This is an optimization exercise on Yosys and OpenROAD, whose aim is small area, a short achievable clock period and few clock cycles, not a production implementation. RTL that was checked went through simulation tests only; none was proved equivalent to the original. Power figures rest on the tool's default switching activity, not on a simulated workload.

## fb_blit
module fb_blit (
    input  wire        clk,
    input  wire        rst,
    input  wire        cmd_valid,
    output wire        cmd_ready,
    input  wire [7:0]  cmd_op,
    input  wire [2:0]  cmd_mode,
    input  wire [1:0]  cmd_color,
    input  wire [15:0] cmd_arg0,
    input  wire [15:0] cmd_arg1,
    input  wire [15:0] cmd_arg2,
    input  wire [15:0] cmd_arg3,
    input  wire [15:0] cmd_arg4,
    input  wire [15:0] cmd_arg5,
    output wire        res_re,
    output wire [15:0] res_addr,
    input  wire [7:0]  res_rdata,
    output wire        fb_re,
    output wire [9:0]  fb_raddr,
    input  wire [7:0]  fb_rdata,
    output reg         fb_we,
    output reg  [9:0]  fb_waddr,
    output reg  [7:0]  fb_wdata
);
    localparam [7:0] OP_BITMAP = 8'h40;
    localparam [7:0] OP_SPRITE = 8'h50;
    localparam [1:0] C_OR   = 2'd0;    
    localparam [1:0] C_CLR  = 2'd1;    
    localparam [1:0] C_XOR  = 2'd2;    
    localparam [1:0] C_MASK = 2'd3;    
    localparam [1:0] M_NONE = 2'd0;    
    localparam [1:0] M_SEP  = 2'd1;    
    localparam [1:0] M_PLUS = 2'd2;    
    localparam S_IDLE  = 0;
    localparam S_HDR0  = 1;     
    localparam S_HDR1  = 2;     
    localparam S_HDR2  = 3;     
    localparam S_GEO   = 4;     
    localparam S_LOOP  = 5;     
    localparam S_SWAP0 = 6;     
    localparam S_SWAP1 = 7;     
    localparam S_PLUSM = 8;     
    localparam S_PRE   = 9;     
    localparam S_RUN   = 10;    
    localparam S_DR1   = 11;
    localparam S_DR2   = 12;
    localparam NS      = 13;
    reg [NS-1:0] st;
    reg          busy;
    reg [15:0] ra, al;
    reg [1:0]  comb, mkind;
    reg        spr;
    reg [7:0]  w, h;
    reg [8:0]  x9, y9;            
    reg [7:0]  fc;                
    reg [7:0]  mf;                
    reg [5:0]  rc;                
    reg        aph;               
    reg [3:0]  pd1, pu1;          
    reg        td, tu;            
    reg [6:0]  dc;                
    reg [6:0]  dl;                
    reg        nul;               
    reg [3:0]  pg;                
    reg        dir, ph, first;
    reg        lastp, rv, rlast, lastc;
    reg [7:0]  s_rot;
    reg        c_go, c_wv, c_rv, c_first, c_up;
    reg [9:0]  wa1;
    reg [7:0]  scar, mcar;
    wire       masked = (mkind != M_NONE);
  ...
Settings: LEC_CHECK=0, CAP_MARGIN=20, CORE_MARGIN=2, CORE_UTILIZATION=40, SLEW_MARGIN=20; clock period 12.0 ns.
standard.sh (not shown) runs the stock make flow with config.mk's settings and CLKGATE_MAP_FILE= SYNTH_SCRIPT=/design/flow/synth_recipe.tcl, a recipe that flattens the netlist after the stock synthesis.
==> flow/flow/run.sh <==
#!/bin/bash
# Standard layout with the smallest plain buffers on the ports; timing repair
# aims for 7.0 ns of setup slack.
set -euo pipefail
export BUFFER_PORTS_ARGS="-buffer_cell sky130_fd_sc_hd__buf_1"
export SETUP_SLACK_MARGIN=7.0
bash standard.sh > flow.log 2>&1
The starting point ran to the end with no violations.
Next try:
==> flow/flow/run.sh (replaced) <==
#!/bin/bash
# Standard layout with the smallest plain buffers on the ports; timing repair
# aims for 8.0 ns of setup slack.
set -euo pipefail
export BUFFER_PORTS_ARGS="-buffer_cell sky130_fd_sc_hd__buf_1"
export SETUP_SLACK_MARGIN=8.0
bash standard.sh > flow.log 2>&1
=> Worst hold slack stays flat; cell area came out higher by a few percent; non-clock buffer count came out higher by 29; clock-buffer cell count came out higher by 10; setup slack improves by 570 ps; clock skew stays flat.
Next try:
==> flow/flow/run.sh (replaced) <==
#!/bin/bash
# Standard layout with the smallest plain buffers on the ports; timing repair
# aims for 8.5 ns of setup slack.
set -euo pipefail
export BUFFER_PORTS_ARGS="-buffer_cell sky130_fd_sc_hd__buf_1"
export SETUP_SLACK_MARGIN=8.5
bash standard.sh > flow.log 2>&1
CTS_BUF_LIST = sky130_fd_sc_hd__clkbuf_8   (was not set)
Outcome: Non-clock buffer count rose by 99. Clock-buffer cell count is lower by 1. Clock power came out lower by 6.6%.
Next try:
==> flow/flow/run.sh (replaced) <==
#!/bin/bash
# Standard layout with the smallest plain buffers on the ports; timing repair
# aims for 7.5 ns of setup slack.
set -euo pipefail
export BUFFER_PORTS_ARGS="-buffer_cell sky130_fd_sc_hd__buf_1"
export SETUP_SLACK_MARGIN=7.5
bash standard.sh > flow.log 2>&1
CTS_BUF_LIST = not set   (was sky130_fd_sc_hd__clkbuf_8)
What happened:
- synthesized area is unchanged
- sequential share of layout area climbs by 3.5 points
- total power goes down by 2.9%
- via count falls by 6.7%
- die area does not change
- combinational power goes down by 25%
- hold slack is about the same
- cell area decreases by 12%
- clock-buffer cell count came out lower by 9
- flip-flop and latch count is unchanged
- global-route usage went down by 1.7 points
No run of this note included a check of the RTL's function; only the layout flow was run.

---

## blue
fb_blit again, from the RTL that the note above started with.
clock: 12.0 ns
lec_check: 0
cap_margin: 20
core_margin: 2
core_utilization: 40
slew_margin: 20
==> flow/flow/run.sh <==
#!/bin/bash
# Standard layout with the smallest plain buffers on the ports; timing repair
# aims for 9.0 ns of setup slack.
set -euo pipefail
export BUFFER_PORTS_ARGS="-buffer_cell sky130_fd_sc_hd__buf_1"
export SETUP_SLACK_MARGIN=9.0
bash standard.sh > flow.log 2>&1
blue completed; timing, DRC and antenna clean
--- input diff blue..red ---
--- a/flow/flow/run.sh
+++ b/flow/flow/run.sh
@@ -3 +3 @@
-# aims for 9.0 ns of setup slack.
+# aims for 8.5 ns of setup slack.
@@ -6 +6 @@
-export SETUP_SLACK_MARGIN=9.0
+export SETUP_SLACK_MARGIN=8.5
Notes after the runs:
red ended up with met5 as its uppermost layer routed; blue ended up with met4.
Taking blue as the reference, in red global-route usage over all layers fell 0.77 points, area of the die was more or less identical, synthesized cell count essentially unchanged.
Re portion of total power attributed to the clock network: blue and red aren't equal, and the lower value belongs to blue.
Re maximum frequency: red is 1.5% up on blue.
Compared red vs blue, and power share of the sequential group is down in red.
Where final area is concerned, blue is outperformed by red.
Data required time of the worst path: red vs blue, no meaningful difference
Function was not checked in any run of this note: the RTL went through the layout flow alone.

---

v42:
Another version of the RTL of fb_blit (not shown whole).
Size in the first run: roughly 1,500 cells after synthesis, roughly 180 I/O pins.
==> flow/design.v (excerpt) <==
module fb_blit (
    input  wire        clk,
    input  wire        rst,
    input  wire        cmd_valid,
    output wire        cmd_ready,
    input  wire [7:0]  cmd_op,
    input  wire [2:0]  cmd_mode,
    input  wire [1:0]  cmd_color,
    input  wire [15:0] cmd_arg0,
    input  wire [15:0] cmd_arg1,
    input  wire [15:0] cmd_arg2,
    input  wire [15:0] cmd_arg3,
    input  wire [15:0] cmd_arg4,
    input  wire [15:0] cmd_arg5,
    output wire        res_re,
    output wire [15:0] res_addr,
    input  wire [7:0]  res_rdata,
    output wire        fb_re,
    output wire [9:0]  fb_raddr,
    input  wire [7:0]  fb_rdata,
    output reg         fb_we,
    output reg  [9:0]  fb_waddr,
    output reg  [7:0]  fb_wdata
);
==> flow/config.mk <==
export PLATFORM = sky130hd
export DESIGN_NAME = fb_blit
export DESIGN_NICKNAME = fb_blit
export VERILOG_FILES = /design/flow/design.v
export SDC_FILE = /design/flow/constraint.sdc
export NUM_CORES = 4
export LEC_CHECK = 0
export CAP_MARGIN = 20
export CORE_MARGIN = 2
export CORE_UTILIZATION = 40
export SLEW_MARGIN = 20
==> flow/constraint.sdc <==
create_clock -name core_clock -period 12.0 [get_ports {clk}]
set_input_delay 2.4000 -clock core_clock [delete_from_list [all_inputs] [get_ports {clk}]]
set_output_delay 2.4000 -clock core_clock [all_outputs]
set_load 0.01 [all_outputs]
run.sh (not shown) runs the stock make flow with config.mk's settings and CLKGATE_MAP_FILE= SYNTH_SCRIPT=/design/flow/synth_recipe.tcl, a recipe that flattens the netlist after the stock synthesis.
Stock flow here: none of the scripts above is used.
v42 finished all stages; the layout is clean.
## Diff of input files: v50 against v42
- putting ABC_CLOCK_PERIOD_IN_PS at 3000 where nothing was set
==> flow/flow/run.sh (new file) <==
#!/bin/bash
# Standard layout, with plain buffers (not delay cells) on the ports.
set -euo pipefail
export BUFFER_PORTS_ARGS="-buffer_cell sky130_fd_sc_hd__buf_2"
bash standard.sh > flow.log 2>&1
==> flow/standard.sh (new file) <==
#!/bin/bash
# synth_recipe.tcl (not shown) runs the flow's synth.tcl, then flattens the netlist and writes it again
# the make line also repeats each setting of config.mk as NAME=value (left out here)
make -C /OpenROAD-flow-scripts/flow DESIGN_CONFIG=/design/flow/config.mk WORK_HOME=/design/flow/orfs CLKGATE_MAP_FILE= SYNTH_SCRIPT=/design/flow/synth_recipe.tcl "${@:-finish}"
removed: flow/run.sh
## What came out
- NOTE: count of buffer and inverter cells on the critical path in v50 falls short of that of v42
- Compared with v42, v50 shows a higher sequential share of layout area.
- Clock period minus worst slack | v50 above v42
- Compared to v42, v50 has portion of the clock cycle consumed by the worst path in the final layout 0.90 points higher.
- Comparing v50 and v42, the lower fraction of layout instances using a drive strength above 1 is on v42.
[inputs] v35 vs v50
- ABC_CLOCK_PERIOD_IN_PS: 3000 -> unset
- CTS_BUF_LIST: unset -> sky130_fd_sc_hd__clkbuf_8
==> flow/flow/run.sh <==
#!/bin/bash
# Standard layout with the smallest plain buffers on the ports.
set -euo pipefail
export BUFFER_PORTS_ARGS="-buffer_cell sky130_fd_sc_hd__buf_1"
bash standard.sh > flow.log 2>&1
--- outcome ---
- The total detailed-routing wirelength of v50 and that of v35 are within noise of each other.
- Taking v50 as the reference, in v35 number of filler instances in the final layout has increased, maximum frequency from static timing analysis rose about 1.5%, slack of the worst reg-to-reg path has increased.
- Between v50 and v35, the flow reports wire length of the first global-routing pass increasing slightly.
- The core of v35 is less densely filled than that of v50.
- Share of total power consumed by net switching came out higher on v35 than on v50.
- v50 has a lower fraction of standard cell area that is sequential than v35.
- v35 -> v50: number of detailed-route iterations in the first pass delta 0, exact match
- Between v50 and v35, final HPWL from detailed placement is higher for v35, v50 comes in under that.
- Via count was lower in v50 than in v35.
Function was not checked in any run of this note: the RTL went through the layout flow alone.

---

fb_blit, a different RTL version from the one above (not shown whole).
Size in the first run: ~1500 cells after synthesis.
==> flow/config.mk <==
export PLATFORM = sky130hd
export DESIGN_NAME = fb_blit
export DESIGN_NICKNAME = fb_blit
export VERILOG_FILES = /design/flow/design.v
export SDC_FILE = /design/flow/constraint.sdc
export NUM_CORES = 4
export LEC_CHECK = 0
export CAP_MARGIN = 20
export CORE_MARGIN = 2
export CORE_UTILIZATION = 60
export CTS_BUF_LIST = sky130_fd_sc_hd__clkbuf_16
export CTS_CLUSTER_SIZE = 28
export SLEW_MARGIN = 20
==> flow/constraint.sdc <==
create_clock -name core_clock -period 12.0 [get_ports {clk}]
set_input_delay 2.4000 -clock core_clock [delete_from_list [all_inputs] [get_ports {clk}]]
set_output_delay 2.4000 -clock core_clock [all_outputs]
set_load 0.01 [all_outputs]
standard.sh (not shown) runs the stock make flow with config.mk's settings and CLKGATE_MAP_FILE= SYNTH_SCRIPT=/design/flow/synth_recipe.tcl, a recipe that flattens the netlist after the stock synthesis.
==> flow/flow/run.sh <==
#!/bin/bash
# Standard layout with the smallest plain buffers on the ports; timing repair
# aims for 8.0 ns of setup slack.
set -euo pipefail
export BUFFER_PORTS_ARGS="-buffer_cell sky130_fd_sc_hd__buf_1"
export SETUP_SLACK_MARGIN=8.0
bash standard.sh > flow.log 2>&1
Testbench counts at the start, summed over its fixed seeds: cycles 33,382.
Change:
Settings changed: CORE_UTILIZATION 60 to 70, CTS_BUF_LIST sky130_fd_sc_hd__clkbuf_16 to sky130_fd_sc_hd__clkbuf_8, CTS_CLUSTER_SIZE 28 to not set.
Effect: Via count rose by 3.8%; wire length rose by 2.7%; clock power fell by about 0.6%.

---

birch:
fb_blit with an RTL version that a note above also has.
For scale: about 1,500 cells after synthesis, about 190 flip-flops, about 180 I/O pins, about 0.013 sq mm of cells after synthesis.
Settings: LEC_CHECK=0, CAP_MARGIN=20, CORE_MARGIN=2, CORE_UTILIZATION=40, SLEW_MARGIN=20; clock period 12.0 ns.
==> flow/flow/run.sh <==
#!/bin/bash
# Standard layout with plain port buffers; timing repair aims for 8 ns of setup slack.
set -euo pipefail
export BUFFER_PORTS_ARGS="-buffer_cell sky130_fd_sc_hd__buf_2"
export SETUP_SLACK_MARGIN=8
bash standard.sh > flow.log 2>&1
> inputs changed (birch -> oak)
==> flow/flow/run.sh <==
#!/bin/bash
# Standard layout, with plain buffers (not delay cells) on the ports.
set -euo pipefail
export BUFFER_PORTS_ARGS="-buffer_cell sky130_fd_sc_hd__buf_2"
bash standard.sh > flow.log 2>&1
Findings:
- The last element of the critical path comes out ra[11]$_DFFE_PP_ in one run and state[0]$_SDFFE_PP0P_ in the other, namely in oak and birch respectively.
- Comparing birch and oak, the lower number of diodes added for antenna fixing is on birch.
- birch tops out at a higher clock frequency than oak.
- Re number of H-tree levels: no difference whatsoever between oak and birch.
- From birch to oak the numbers moved as follows: largest fanout of any net on the critical path climbed 22; portion of the clock cycle consumed by the worst path in the final layout climbed 8.4 points; register fraction of the total cell area picked up an extra 2.1 points; wire length of the first global-routing pass moved down; post-route cell area went down about 6%.
- Measured against each other, birch and oak differ in wire length on met3, the lower figure coming from oak.
- Lower proportion of power drawn by combinational gates was reported by oak, not birch.
- More vias were needed by birch than by oak.
No run of this note included a check of the RTL's function; only the layout flow was run.

---

RTL: one of the versions met above, not the one the previous note started from.
Size: roughly 1,500 cells after synthesis, roughly 200 flip-flops, about 180 I/O pins, about 13,000 um2 of cells after synthesis.
export LEC_CHECK = 0
export CAP_MARGIN = 20
export CORE_MARGIN = 2
export CORE_UTILIZATION = 60
export CTS_BUF_LIST = sky130_fd_sc_hd__clkbuf_16
export CTS_CLUSTER_DIAMETER = 70
export CTS_CLUSTER_SIZE = 40
export SLEW_MARGIN = 20
create_clock -name core_clock -period 12.0 [get_ports {clk}]
==> flow/flow/run.sh <==
#!/bin/bash
# Standard layout with the smallest plain buffers on the ports; timing repair
# aims for 8.0 ns of setup slack.
set -euo pipefail
export BUFFER_PORTS_ARGS="-buffer_cell sky130_fd_sc_hd__buf_1"
export SETUP_SLACK_MARGIN=8.0
bash standard.sh > flow.log 2>&1
Testbench counts at the start, summed over its fixed seeds: cycles 33,382.
Rerun with:
CORE_UTILIZATION = 40   (was 60)
CTS_BUF_LIST = default   (was sky130_fd_sc_hd__clkbuf_16)
CTS_CLUSTER_DIAMETER = default   (was 70)
CTS_CLUSTER_SIZE = default   (was 40)
Synthesized area stays the same.
Via count hardly moves.
Critical path depth went up by 9.
Clock-buffer cell count is higher by 18.
Power climbs by 9.6%.
Cell area climbs by 3.2%.
Cell count rose by 9.9%.
Sequential power is about the same.
Combinational power increases by about 2%.
Fmax decreases by 3.1%.
Rerun with:
CORE_UTILIZATION = 60   (was 40)
CTS_BUF_LIST = sky130_fd_sc_hd__clkbuf_8 sky130_fd_sc_hd__clkbuf_16   (was default)
CTS_CLUSTER_DIAMETER = 40   (was default)
CTS_CLUSTER_SIZE = 40   (was default)
Result:
- global-route usage is higher by 9.2 points
- setup slack is better by 140 ps
- first-iteration DRC count is lower by 11%
- clock power is higher by 26%
Rerun with:
CTS_BUF_LIST = sky130_fd_sc_hd__clkbuf_8   (was sky130_fd_sc_hd__clkbuf_8 sky130_fd_sc_hd__clkbuf_16)
CTS_CLUSTER_DIAMETER = default   (was 40)
CTS_CLUSTER_SIZE = 16   (was 40)
Effect: The new run completed without violations; setup slack got worse by 15 ps; clock skew rose by 9.9 ps; sequential share of layout area rose by 0.89 points; synthesized area stays the same; via count stays flat; count of clock-buffer cells in the layout rose by 9; die area does not change; power fell by about 14%; cell area fell by 2.7%.

---

Starting RTL as in the previous note.
export LEC_CHECK = 0
export CAP_MARGIN = 20
export CORE_MARGIN = 2
export CORE_UTILIZATION = 60
export CTS_BUF_LIST = sky130_fd_sc_hd__clkbuf_16
export CTS_CLUSTER_DIAMETER = 50
export CTS_CLUSTER_SIZE = 32
export SLEW_MARGIN = 20
create_clock -name core_clock -period 12.0 [get_ports {clk}]
Scripts as last shown in full above: flow/flow/run.sh
Testbench counts at the start, summed over its fixed seeds: cycles 33,382.
Edit:
Settings changed: CTS_BUF_LIST sky130_fd_sc_hd__clkbuf_16 to sky130_fd_sc_hd__clkbuf_8, CTS_CLUSTER_DIAMETER 50 to default, CTS_CLUSTER_SIZE 32 to default.
After rerunning: Fmax increases by 0.36%; utilization decreases by 0.56 points; routed wire length hardly moves; via count stays flat; synthesized area does not change.

## port drivers added, routing unchanged
How much do the figures lean on ideal ports? The routed layouts below were timed once more, with nothing changed but the port constraints. Step 1, drivers: a clkbuf_16 drives clk and a buf_2 each remaining input, both assumed. Step 2, shift: input delay + t, output delay - t, t = (earliest + latest rising clock arrival at the registers) / 2. This alone moves slack from input paths to output paths. Slacks: no drivers / after step 1 / after step 2; pairs: no drivers / after step 1.
| run | t (ns) | setup slack, ns | latest minus earliest clock arrival (ns) | slew at the worst register clock pin (ns) |
|---|---|---|---|---|
| the first run of note 1 | 0.581 | 7.475 / 7.475 / 7.208 | 0.021 / 0.021 | 0.07 / 0.07 |
| the second run of note 1 | 0.585 | 8.050 / 8.079 / 7.494 | 0.022 / 0.022 | 0.06 / 0.06 |
| the third run of note 1 | 0.585 | 8.194 / 8.196 / 7.611 | 0.025 / 0.025 | 0.07 / 0.07 |
| the fourth run of note 1 | 0.581 | 7.770 / 7.764 / 7.184 | 0.020 / 0.019 | 0.07 / 0.07 |
| blue | 0.586 | 8.154 / 8.145 / 7.559 | 0.014 / 0.014 | 0.07 / 0.07 |
| red | 0.590 | 8.211 / 8.194 / 7.604 | 0.017 / 0.018 | 0.06 / 0.06 |
| v42 | 0.504 | 7.018 / 7.018 / 6.770 | 0.014 / 0.014 | 0.08 / 0.08 |
| v50 | 0.504 | 6.910 / 6.910 / 6.910 | 0.018 / 0.017 | 0.08 / 0.08 |
| v35 | 0.550 | 6.986 / 6.986 / 6.986 | 0.019 / 0.019 | 0.12 / 0.12 |
| the first run of note 4 | 0.573 | 8.045 / 8.045 / 7.511 | 0.015 / 0.015 | 0.07 / 0.07 |
| the second run of note 4 | 0.581 | 8.018 / 8.016 / 7.435 | 0.015 / 0.015 | 0.07 / 0.07 |
| birch | 0.500 | 7.917 / 7.935 / 7.435 | 0.013 / 0.012 | 0.08 / 0.08 |
| oak | 0.504 | 6.910 / 6.910 / 6.910 | 0.018 / 0.017 | 0.08 / 0.08 |
| the first run of note 6 | 0.550 | 8.084 / 8.104 / 7.554 | 0.028 / 0.028 | 0.12 / 0.12 |
| the second run of note 6 | 0.577 | 7.957 / 7.957 / 7.491 | 0.015 / 0.015 | 0.06 / 0.06 |
| the third run of note 6 | 0.550 | 8.097 / 8.098 / 7.560 | 0.016 / 0.016 | 0.06 / 0.06 |
| the fourth run of note 6 | 0.568 | 8.082 / 8.083 / 7.516 | 0.027 / 0.027 | 0.07 / 0.07 |
| the first run of note 7 | 0.590 | 8.081 / 8.103 / 7.513 | 0.016 / 0.016 | 0.07 / 0.07 |
| the second run of note 7 | 0.568 | 8.095 / 8.100 / 7.533 | 0.021 / 0.021 | 0.07 / 0.07 |
After both steps setup and hold are still met in every run listed. The setup slack of red, which loses most, moves by -0.017 ns with the drivers and by -0.607 ns with both steps.
